This design comes from an exercise in tuning for small area, a short achievable clock period and few clock cycles on the open sky130 flow, not from production work. Where RTL was checked, it was by simulation tests only, not by an equivalence proof against the original. No activity file was given, so power comes from the tool's default toggle rates.

Setup of the previous run:
==> flow/design.v (excerpt) <==
module fdrd_stream (
    input  wire        clk,
    input  wire        rst,             
    input  wire        start,
    input  wire [11:0] frame_len,
    output wire        start_ready,
    input  wire        in_valid,
    input  wire [7:0]  in_data,
    output wire        in_ready,
    output reg         rec_valid,
    output wire [63:0] rec_ts,
    output wire [7:0]  rec_prio,
    output wire [31:0] rec_lon,
    output wire [31:0] rec_lat,
    output wire [15:0] rec_alt,
    output wire [15:0] rec_angle,
    output wire [7:0]  rec_sats,
    output wire [15:0] rec_speed,
    output wire [15:0] rec_event_io,
    output wire [15:0] rec_total_io,
    output wire [15:0] rec_cnt_1b,
    output wire [15:0] rec_cnt_2b,
    output wire [15:0] rec_cnt_4b,
    output wire [15:0] rec_cnt_8b,
    output wire [15:0] rec_cnt_nx,
    output wire [9:0]  rec_elem_first,
    output wire [10:0] rec_off,
    output wire [10:0] rec_len,
    output reg         elem_valid,
    output wire [15:0] elem_id,
    output wire [2:0]  elem_kind,
    output wire [7:0]  elem_rec,
    output wire [15:0] elem_vlen,
    output wire [10:0] elem_voff,
    output wire [63:0] elem_val,
    output reg         done,
    output reg  [2:0]  result,
    output wire [7:0]  anomaly,
    output wire [15:0] crc_calc,
    output wire [7:0]  ack,
    output wire [7:0]  rec_count,
    output wire [9:0]  elem_count,
    output wire [10:0] err_pos
);
    localparam [2:0] R_OK        = 3'd1;
    localparam [2:0] R_FRAME_LEN = 3'd2;
    localparam [2:0] R_SHORT     = 3'd3;
    localparam [2:0] R_CODEC     = 3'd4;
    localparam [2:0] R_CRC       = 3'd5;
    localparam [2:0] R_MALFORMED = 3'd6;
    localparam [3:0] S_HDR  = 4'd0,    
                     S_END  = 4'd1,    
                     S_RH   = 4'd2,    
                     S_CNT0 = 4'd3,    
                     S_CNT1 = 4'd4,    
                     S_ID0  = 4'd5,
                     S_ID1  = 4'd6,
                     S_NXL0 = 4'd7,
                     S_NXL1 = 4'd8,
                     S_V0   = 4'd9,    
                     S_V    = 4'd10;   
    function [15:0] crc_byte(input [15:0] c, input [7:0] d);
        integer i;
        reg [15:0] x;
        begin
            x = c ^ {8'h00, d};
            for (i = 0; i < 8; i = i + 1)
                x = x[0] ? ((x >> 1) ^ 16'hA001) : (x >> 1);
            crc_byte = x;
  ...
clock: 11.0 ns
lec_check: 0
cap_margin: 20
core_margin: 2
core_utilization: 40
slew_margin: 20
standard.sh (not shown) runs the stock make flow with config.mk's settings and CLKGATE_MAP_FILE= SYNTH_SCRIPT=/design/flow/synth_recipe.tcl, a recipe that flattens the netlist after the stock synthesis.
==> flow/flow/run.sh <==
#!/bin/bash
# Standard ORFS layout, with timing repair aimed at a slack of 7 ns below the
# 11 ns clock (the SDC and clock are unchanged).
set -euo pipefail
bash standard.sh SETUP_SLACK_MARGIN=7 finish > make_finish.log 2>&1
The previous run went all the way through synthesis, placement and routing and the layout is clean on timing, DRC and antenna.
Testbench counts of the previous run, summed over its fixed seeds: cycles 92,202.
Relative to the previous run, the following input files were edited for the current run:
==> flow/flow/run.sh <==
#!/bin/bash
# Standard ORFS layout, with timing repair aimed at a slack of 8 ns below the
# 11 ns clock (the SDC and clock are unchanged).
set -euo pipefail
bash standard.sh SETUP_SLACK_MARGIN=8 finish > make_finish.log 2>&1
## What came out
Arrival time of the worst setup path, the current run and the previous run: higher on the current run
Re overall routed net length: the current run and the previous run aren't equal, and the higher value belongs to the current run.
The previous run → the current run: number of buffers inserted to repair setup after CTS climbed 213, routed wire length on met2 climbed 8.2%, number of clock buffers in the layout climbed 6.
The current run ends up with higher wire length of the first global-routing pass than the previous run does.


Another version of the RTL of fdrd_stream (not shown whole).
Size: roughly 550 flip-flops, roughly 550 I/O pins, roughly 22000 µm² of cells after synthesis.
==> flow/config.mk <==
export PLATFORM = sky130hd
export DESIGN_NAME = fdrd_stream
export DESIGN_NICKNAME = fdrd_stream
export VERILOG_FILES = /design/flow/design.v
export SDC_FILE = /design/flow/constraint.sdc
export NUM_CORES = 4
export LEC_CHECK = 0
export CAP_MARGIN = 20
export CORE_ASPECT_RATIO = 0.35
export CORE_MARGIN = 2
export CORE_UTILIZATION = 48
export SLEW_MARGIN = 20
==> flow/constraint.sdc <==
create_clock -name core_clock -period 11.0 [get_ports {clk}]
set_input_delay 2.2000 -clock core_clock [delete_from_list [all_inputs] [get_ports {clk}]]
set_output_delay 2.2000 -clock core_clock [all_outputs]
set_load 0.01 [all_outputs]
==> flow/flow/run.sh <==
#!/bin/bash
# Standard ORFS layout (unchanged synthesis, SDC and clock) with:
#  - timing repair aimed at a larger setup slack margin, so it keeps working
#    below the 11 ns clock;
#  - port buffers of the smallest buffer cell (every port is still buffered);
#  - a clock tree of clkbuf_16 with larger sink clusters and no dummy loads.
set -euo pipefail
CTS="-sink_clustering_enable -repair_clock_nets -sink_clustering_size 26 -sink_clustering_max_diameter 100 -buf_list sky130_fd_sc_hd__clkbuf_16 -dont_use_dummy_load"
bash standard.sh SETUP_SLACK_MARGIN=7.58 \
  "BUFFER_PORTS_ARGS=-buffer_cell sky130_fd_sc_hd__buf_1" \
  "CTS_ARGS=$CTS" finish > make_finish.log 2>&1
The baseline produced a clean layout.
Testbench counts at the start, summed over its fixed seeds: cycles 92,202.
==> next run, changes <==
Settings changed: CORE_UTILIZATION 48 to 42.
Effect: Die area grows by 14%. Hold slack is worse by 0.010 ns. Clock skew stays flat. Count of clock-buffer cells in the layout does not change. Fmax shrinks by 1.4%. Cell count grows by 3.4%.
==> next run, changes <==
--- a/flow/flow/run.sh
+++ b/flow/flow/run.sh
@@ -7,5 +7,5 @@
 set -euo pipefail
 CTS="-sink_clustering_enable -repair_clock_nets -sink_clustering_size 26 -sink_clustering_max_diameter 100 -buf_list sky130_fd_sc_hd__clkbuf_16 -dont_use_dummy_load"
-bash standard.sh SETUP_SLACK_MARGIN=7.58 \
+bash standard.sh SETUP_SLACK_MARGIN=7.5 \
   "BUFFER_PORTS_ARGS=-buffer_cell sky130_fd_sc_hd__buf_1" \
   "CTS_ARGS=$CTS" finish > make_finish.log 2>&1
Settings changed: CORE_UTILIZATION 42 to 55.
Outcome:
- cell area shrinks by 2.9%
- register-to-register slack is worse by 0.05 ns
- utilization came out higher by 13 points
- clock skew climbs by 0.0085 ns
- final cell count falls by 7.0%
- clock-buffer cell count does not change
- critical path depth is unchanged
==> next run, changes <==
--- a/flow/flow/run.sh
+++ b/flow/flow/run.sh
@@ -7,5 +7,5 @@
 set -euo pipefail
 CTS="-sink_clustering_enable -repair_clock_nets -sink_clustering_size 26 -sink_clustering_max_diameter 100 -buf_list sky130_fd_sc_hd__clkbuf_16 -dont_use_dummy_load"
-bash standard.sh SETUP_SLACK_MARGIN=7.5 \
+bash standard.sh SETUP_SLACK_MARGIN=7.62 \
   "BUFFER_PORTS_ARGS=-buffer_cell sky130_fd_sc_hd__buf_1" \
   "CTS_ARGS=$CTS" finish > make_finish.log 2>&1
Settings changed: CORE_UTILIZATION 55 to 48.
Effect:
- final area went up by 5.0%
- via count is about the same
- critical path depth does not change
- setup slack gets better by 0.064 ns
- first-iteration DRC count shrinks by 2.5%
- worst hold slack got worse by 0.012 ns
- global-route usage fell by 3.3 points
==> next run, changes <==
--- a/flow/flow/run.sh
+++ b/flow/flow/run.sh
@@ -7,5 +7,5 @@
 set -euo pipefail
 CTS="-sink_clustering_enable -repair_clock_nets -sink_clustering_size 26 -sink_clustering_max_diameter 100 -buf_list sky130_fd_sc_hd__clkbuf_16 -dont_use_dummy_load"
-bash standard.sh SETUP_SLACK_MARGIN=7.62 \
+bash standard.sh SETUP_SLACK_MARGIN=7.7 \
   "BUFFER_PORTS_ARGS=-buffer_cell sky130_fd_sc_hd__buf_1" \
   "CTS_ARGS=$CTS" finish > make_finish.log 2>&1
Settings changed: CORE_ASPECT_RATIO 0.35 to unset, CORE_UTILIZATION 48 to 55.
Outcome: The new run ran to the end with no violations. Setup slack degrades by 0.30 ns. Wire length rises by about a fifth. Count of clock-buffer cells in the layout does not change. Register-to-register slack improved by 0.03 ns. Clock skew came out higher by 0.0068 ns. Synthesized cell count does not change. Maximum frequency falls by a little under a tenth.
==> next run, changes <==
--- a/flow/flow/run.sh
+++ b/flow/flow/run.sh
@@ -7,5 +7,5 @@
 set -euo pipefail
 CTS="-sink_clustering_enable -repair_clock_nets -sink_clustering_size 26 -sink_clustering_max_diameter 100 -buf_list sky130_fd_sc_hd__clkbuf_16 -dont_use_dummy_load"
-bash standard.sh SETUP_SLACK_MARGIN=7.7 \
+bash standard.sh SETUP_SLACK_MARGIN=7.5 \
   "BUFFER_PORTS_ARGS=-buffer_cell sky130_fd_sc_hd__buf_1" \
   "CTS_ARGS=$CTS" finish > make_finish.log 2>&1
Hold slack improved by 0.0093 ns.
Power is lower by about 0.8%.
Sequential share of layout area goes up by 6.0 points.
Global-route usage went down by 1.6 points.
Wire length decreases by about 7%.
Cell area drops by about 10%.
Clock power stays flat.
Combinational power is lower by 12%.


== run 1 ==
Starting RTL as in the previous note.
clock: 11.0 ns
lec_check: 0
cap_margin: 20
core_aspect_ratio: 0.35
core_margin: 2
core_utilization: 55
slew_margin: 20
==> flow/flow/run.sh <==
#!/bin/bash
# Standard ORFS layout (unchanged synthesis, SDC and clock) with:
#  - timing repair aimed at a larger setup slack margin, so it keeps working
#    below the 11 ns clock;
#  - port buffers of the smallest buffer cell (every port is still buffered);
#  - a clock tree of clkbuf_16 with larger sink clusters and no dummy loads.
set -euo pipefail
CTS="-sink_clustering_enable -repair_clock_nets -sink_clustering_size 26 -sink_clustering_max_diameter 100 -buf_list sky130_fd_sc_hd__clkbuf_16 -dont_use_dummy_load"
bash standard.sh SETUP_SLACK_MARGIN=7.65 \
  "BUFFER_PORTS_ARGS=-buffer_cell sky130_fd_sc_hd__buf_1" \
  "CTS_ARGS=$CTS" finish > make_finish.log 2>&1
Testbench counts of run 1, summed over its fixed seeds: cycles 92,202.
Relative to run 1, the following input files were edited for run 2:
-- flow/flow/run.sh --
<<< run 1, line 8
CTS="-sink_clustering_enable -repair_clock_nets -sink_clustering_size 26 -sink_clustering_max_diameter 100 -buf_list sky130_fd_sc_hd__clkbuf_16 -dont_use_dummy_load"
bash standard.sh SETUP_SLACK_MARGIN=7.65 \
  "BUFFER_PORTS_ARGS=-buffer_cell sky130_fd_sc_hd__buf_1" \
>>> run 2, line 8
CTS="-sink_clustering_enable -repair_clock_nets -sink_clustering_size 26 -sink_clustering_max_diameter 100 -buf_list sky130_fd_sc_hd__clkbuf_16 -dont_use_dummy_load"
bash standard.sh SETUP_SLACK_MARGIN=7.58 \
  "BUFFER_PORTS_ARGS=-buffer_cell sky130_fd_sc_hd__buf_1" \
### Flow results
- Run 1 reports its slowest library cell on the worst path as sky130_fd_sc_hd__edfxtp_1 while run 2 reports sky130_fd_sc_hd__dfxtp_1.
- Compared with run 1, run 2 shows a higher share of the clock period used by the worst path after layout.
- The initial cell density of the core of run 2 and that of run 1 are within noise of each other.
- The run showing the greater shortest clock period the worst path allows after layout is run 2.
- Run 1 has a lower clock network area share than run 2.
- Diff run 2..run 1 | net switching component of the power | negligible
- Summary of the comparison: fraction of power consumed by combinational cells is lower in run 2, relative to run 1.
- Changes observed in run 2 relative to run 1: maximum vdd ir drop now sits lower; setup slack went down 0.027 ns.
--- input diff run 2..run 3 ---
Settings: CORE_UTILIZATION changed from 55 to 48; CORE_ASPECT_RATIO changed from 0.35 to 0.25.
## What came out
sky130_fd_sc_hd__buf_1 as the leading cell type in the layout, fill and taps excluded was reported by run 2, and sky130_fd_sc_hd__edfxtp_1 by run 3. Of the two values seen for highest-delay cell along the critical path, sky130_fd_sc_hd__dfxtp_1 was produced by run 2 and sky130_fd_sc_hd__edfxtp_1 by run 3. From run 3 to run 2, max-slew violation count did not move at all. Relative to run 2, maximum ir drop on the vdd rail increased by 5.1 uV in run 3. Going from run 2 to run 3, wire length went up by about 5%; maximum frequency went down by about 0.8%; maximum net fanout on the critical path went down by 2; final instance count without filler cells went up by 141.


fdrd_stream, a different RTL version from the one above (not shown whole).
For scale: roughly 1,600 cells after synthesis, ~550 flip-flops, ~550 I/O pins, roughly 22,000 µm² of cells after synthesis.
clock: 11.0 ns
lec_check: 0
cap_margin: 20
core_aspect_ratio: 0.35
core_margin: 2
core_utilization: 55
slew_margin: 20
==> flow/flow/run.sh <==
#!/bin/bash
# Standard ORFS layout (unchanged synthesis, SDC and clock) with:
#  - timing repair aimed at a larger setup slack margin, so it keeps working
#    below the 11 ns clock;
#  - port buffers of the smallest buffer cell (every port is still buffered);
#  - a clock tree of clkbuf_16 with larger sink clusters and no dummy loads.
set -euo pipefail
CTS="-sink_clustering_enable -repair_clock_nets -sink_clustering_size 26 -sink_clustering_max_diameter 100 -buf_list sky130_fd_sc_hd__clkbuf_16 -dont_use_dummy_load"
bash standard.sh SETUP_SLACK_MARGIN=7.58 \
  "BUFFER_PORTS_ARGS=-buffer_cell sky130_fd_sc_hd__buf_1" \
  "CTS_ARGS=$CTS" finish > make_finish.log 2>&1
Next try:
--- a/flow/flow/run.sh
+++ b/flow/flow/run.sh
@@ -9 +9 @@
-bash standard.sh SETUP_SLACK_MARGIN=7.58 \
+bash standard.sh SETUP_SLACK_MARGIN=7.5 \
--- a/flow/config.mk
+++ b/flow/config.mk
@@ -9 +9 @@
-export CORE_ASPECT_RATIO = 0.35
+export CORE_ASPECT_RATIO = 0.25
After rerunning:
- combinational power hardly moves
- routed wire length drops slightly
- non-clock buffer count drops by 35
- utilization drops by 0.58 points
- sequential share of layout area climbs by 0.89 points
- design area drops slightly
- synthesized cell count stays the same
- hold slack stays flat
- power is about the same
No run of this note included a check of the RTL's function; only the layout flow was run.


## job 737
RTL: one of the versions met above, not the one the previous note started from.
Size in the first run: roughly 550 flip-flops, about 0.022 sq mm of cells after synthesis.
export LEC_CHECK = 0
export CAP_MARGIN = 20
export CORE_MARGIN = 2
export CORE_UTILIZATION = 55
export GPL_TIMING_DRIVEN = 1
export SLEW_MARGIN = 20
create_clock -name core_clock -period 11.0 [get_ports {clk}]
==> flow/flow/run.sh <==
#!/bin/bash
# Standard ORFS layout (unchanged synthesis, SDC and clock) with:
#  - timing repair aimed at a larger setup slack margin, so it keeps working
#    below the 11 ns clock;
#  - port buffers of the smallest buffer cell (every port is still buffered);
#  - a clock tree of clkbuf_16 with larger sink clusters and no dummy loads.
set -euo pipefail
CTS="-sink_clustering_enable -repair_clock_nets -sink_clustering_size 26 -sink_clustering_max_diameter 100 -buf_list sky130_fd_sc_hd__clkbuf_16 -dont_use_dummy_load"
bash standard.sh SETUP_SLACK_MARGIN=7.6 \
  "BUFFER_PORTS_ARGS=-buffer_cell sky130_fd_sc_hd__buf_1" \
  "CTS_ARGS=$CTS" finish > make_finish.log 2>&1
In summary, job 737 completed successfully, with a layout that passed the timing, DRC and antenna checks.
Testbench counts of job 737, summed over its fixed seeds: cycles 92,202.
Here is what was changed in the inputs of job 826 compared with job 737.
Settings: GPL_TIMING_DRIVEN removed (was 1); CORE_UTILIZATION changed from 55 to 48; CORE_ASPECT_RATIO newly set to 0.35.
--- a/flow/flow/run.sh
+++ b/flow/flow/run.sh
@@ -8,3 +8,3 @@
 CTS="-sink_clustering_enable -repair_clock_nets -sink_clustering_size 26 -sink_clustering_max_diameter 100 -buf_list sky130_fd_sc_hd__clkbuf_16 -dont_use_dummy_load"
-bash standard.sh SETUP_SLACK_MARGIN=7.6 \
+bash standard.sh SETUP_SLACK_MARGIN=7.54 \
   "BUFFER_PORTS_ARGS=-buffer_cell sky130_fd_sc_hd__buf_1" \
--- outcome ---
Delta (job 826 minus job 737): signal arrival time at the worst endpoint went down by 300 ps, post-route fraction of the period consumed by the critical path went down by 2.7 points, clock share of power went up by 0.5 points, worst setup slack went up by 300 ps, final critical delay including setup and external delays went down by 300 ps.


== willow ==
fdrd_stream again, from the RTL that the note above started with.
==> flow/design.v (excerpt) <==
module fdrd_stream (
    input  wire        clk,
    input  wire        rst,             
    input  wire        start,
    input  wire [11:0] frame_len,
    output wire        start_ready,
    input  wire        in_valid,
    input  wire [7:0]  in_data,
    output wire        in_ready,
    output reg         rec_valid,
    output wire [63:0] rec_ts,
    output wire [7:0]  rec_prio,
    output wire [31:0] rec_lon,
    output wire [31:0] rec_lat,
    output wire [15:0] rec_alt,
    output wire [15:0] rec_angle,
    output wire [7:0]  rec_sats,
    output wire [15:0] rec_speed,
    output wire [15:0] rec_event_io,
    output wire [15:0] rec_total_io,
    output wire [15:0] rec_cnt_1b,
    output wire [15:0] rec_cnt_2b,
    output wire [15:0] rec_cnt_4b,
    output wire [15:0] rec_cnt_8b,
    output wire [15:0] rec_cnt_nx,
    output wire [9:0]  rec_elem_first,
    output wire [10:0] rec_off,
    output wire [10:0] rec_len,
    output reg         elem_valid,
    output wire [15:0] elem_id,
    output wire [2:0]  elem_kind,
    output wire [7:0]  elem_rec,
    output wire [15:0] elem_vlen,
    output wire [10:0] elem_voff,
    output wire [63:0] elem_val,
    output reg         done,
    output reg  [2:0]  result,
    output wire [7:0]  anomaly,
    output wire [15:0] crc_calc,
    output wire [7:0]  ack,
    output wire [7:0]  rec_count,
    output wire [9:0]  elem_count,
    output wire [10:0] err_pos
);
Settings: LEC_CHECK=0, CAP_MARGIN=20, CORE_ASPECT_RATIO=3, CORE_MARGIN=2, CORE_UTILIZATION=55, SLEW_MARGIN=20; clock period 11.0 ns.
==> flow/flow/run.sh <==
#!/bin/bash
# Standard ORFS layout (unchanged synthesis, SDC and clock) with:
#  - timing repair aimed at a larger setup slack margin, so it keeps working
#    below the 11 ns clock;
#  - port buffers of the smallest buffer cell (every port is still buffered);
#  - a clock tree of clkbuf_16 with larger sink clusters and no dummy loads.
set -euo pipefail
CTS="-sink_clustering_enable -repair_clock_nets -sink_clustering_size 26 -sink_clustering_max_diameter 100 -buf_list sky130_fd_sc_hd__clkbuf_16 -dont_use_dummy_load"
bash standard.sh SETUP_SLACK_MARGIN=7.5 \
  "BUFFER_PORTS_ARGS=-buffer_cell sky130_fd_sc_hd__buf_1" \
  "CTS_ARGS=$CTS" finish > make_finish.log 2>&1
Testbench counts of willow, summed over its fixed seeds: cycles 92,202.
Setup changes, willow to tundra
Settings: PLACE_DENSITY now 0.8, previously not set; CORE_UTILIZATION now 70, was 55; CORE_ASPECT_RATIO no longer set, was 3.
-- flow/flow/run.sh --
<<< willow, line 9
bash standard.sh SETUP_SLACK_MARGIN=7.5 \
>>> tundra, line 9
bash standard.sh SETUP_SLACK_MARGIN=7.55 \
--- outcome ---
- Comparing tundra and willow, routed length per instance is lower on willow.
- Compared with willow, tundra has less setup slack.
- From willow to tundra the numbers moved as follows: starting density of the core +16 points; first-iteration DRC count +259; hold slack -0.024 ns.
- tundra reports a higher length of the first detailed-routing pass in iterations than willow does.
- In the flow results for tundra and willow, the final core utilization is smaller on willow.
Relative to tundra, the following input files were edited for violet:
Settings: PLACE_DENSITY removed (was 0.8); CORE_UTILIZATION changed from 70 to 55; CORE_ASPECT_RATIO newly set to 0.35.
-- flow/flow/run.sh --
<<< tundra, line 8
CTS="-sink_clustering_enable -repair_clock_nets -sink_clustering_size 26 -sink_clustering_max_diameter 100 -buf_list sky130_fd_sc_hd__clkbuf_16 -dont_use_dummy_load"
bash standard.sh SETUP_SLACK_MARGIN=7.55 \
>>> violet, line 8
CTS="-sink_clustering_enable -repair_clock_nets -sink_clustering_size 22 -sink_clustering_max_diameter 90 -buf_list sky130_fd_sc_hd__clkbuf_16 -dont_use_dummy_load"
bash standard.sh SETUP_SLACK_MARGIN=7.58 \
### Flow results
- Share of power burned in the clock network, tundra and violet, higher one = violet.
- Row logic depth of the worst register-to-register path: violet lower / tundra higher
- In violet, multi-input logic portion of the cell area is lower than in tundra.
- The estimated power of violet ends up higher than the estimate for tundra.
- Relative to tundra, minimum setup slack among reg-to-reg paths decreased by 0.11 ns in violet.
- Comparing tundra and violet, routed length on met3 is higher on tundra.
- NOTE final wirelength tundra->violet decreased by a few percent

-- what the ideal ports hide --
Ports are ideal in the flow. The routed layouts listed here were re-timed in OpenROAD.
Step 1 sets driving cells, clkbuf_16 on the clock port and buf_2 on the other inputs (assumed; they add their load-dependent delay and slew).
Step 2 adds t to the input delays and takes it off the output delays; t is the mean of the earliest and latest rising clock arrival at the registers after step 1. Input paths then give back, and output paths get back, about the clock's delay inside the block.
Three values: ideal, step 1, step 2; two values: the first two.
run | t (ns) | slack for setup (ns) | worst data-port slew with drivers (ns)
the previous run | 0.669 | 6.970 / 6.906 / 6.668 | 0.06
the current run | 0.657 | 6.917 / 6.853 / 6.662 | 0.05
the first run of note 2 | 0.605 | 7.621 / 7.564 / 7.238 | 0.09
the second run of note 2 | 0.606 | 7.572 / 7.517 / 7.290 | 0.10
the third run of note 2 | 0.603 | 7.560 / 7.501 / 7.207 | 0.07
the fourth run of note 2 | 0.605 | 7.624 / 7.567 / 7.222 | 0.09
the fifth run of note 2 | 0.597 | 7.321 / 7.265 / 7.506 | 0.03
the sixth run of note 2 | 0.623 | 7.513 / 7.455 / 7.324 | 0.03
run 1 | 0.599 | 7.628 / 7.569 / 7.097 | 0.09
run 2 | 0.593 | 7.601 / 7.543 / 7.236 | 0.06
run 3 | 0.626 | 7.573 / 7.510 / 7.358 | 0.04
the first run of note 4 | 0.610 | 7.555 / 7.496 / 7.065 | 0.03
the second run of note 4 | 0.608 | 7.556 / 7.489 / 7.065 | 0.06
job 737 | 0.623 | 7.293 / 7.232 / 7.319 | 0.04
job 826 | 0.614 | 7.593 / 7.533 / 7.285 | 0.06
willow | 0.632 | 7.543 / 7.477 / 6.981 | 0.10
tundra | 0.603 | 7.454 / 7.400 / 7.318 | 0.04
violet | 0.639 | 7.601 / 7.541 / 7.209 | 0.06
After both steps setup and hold are still met in every run listed. For willow, which loses most, drivers alone change the setup slack by -0.066 ns; drivers and shift together by -0.562 ns.
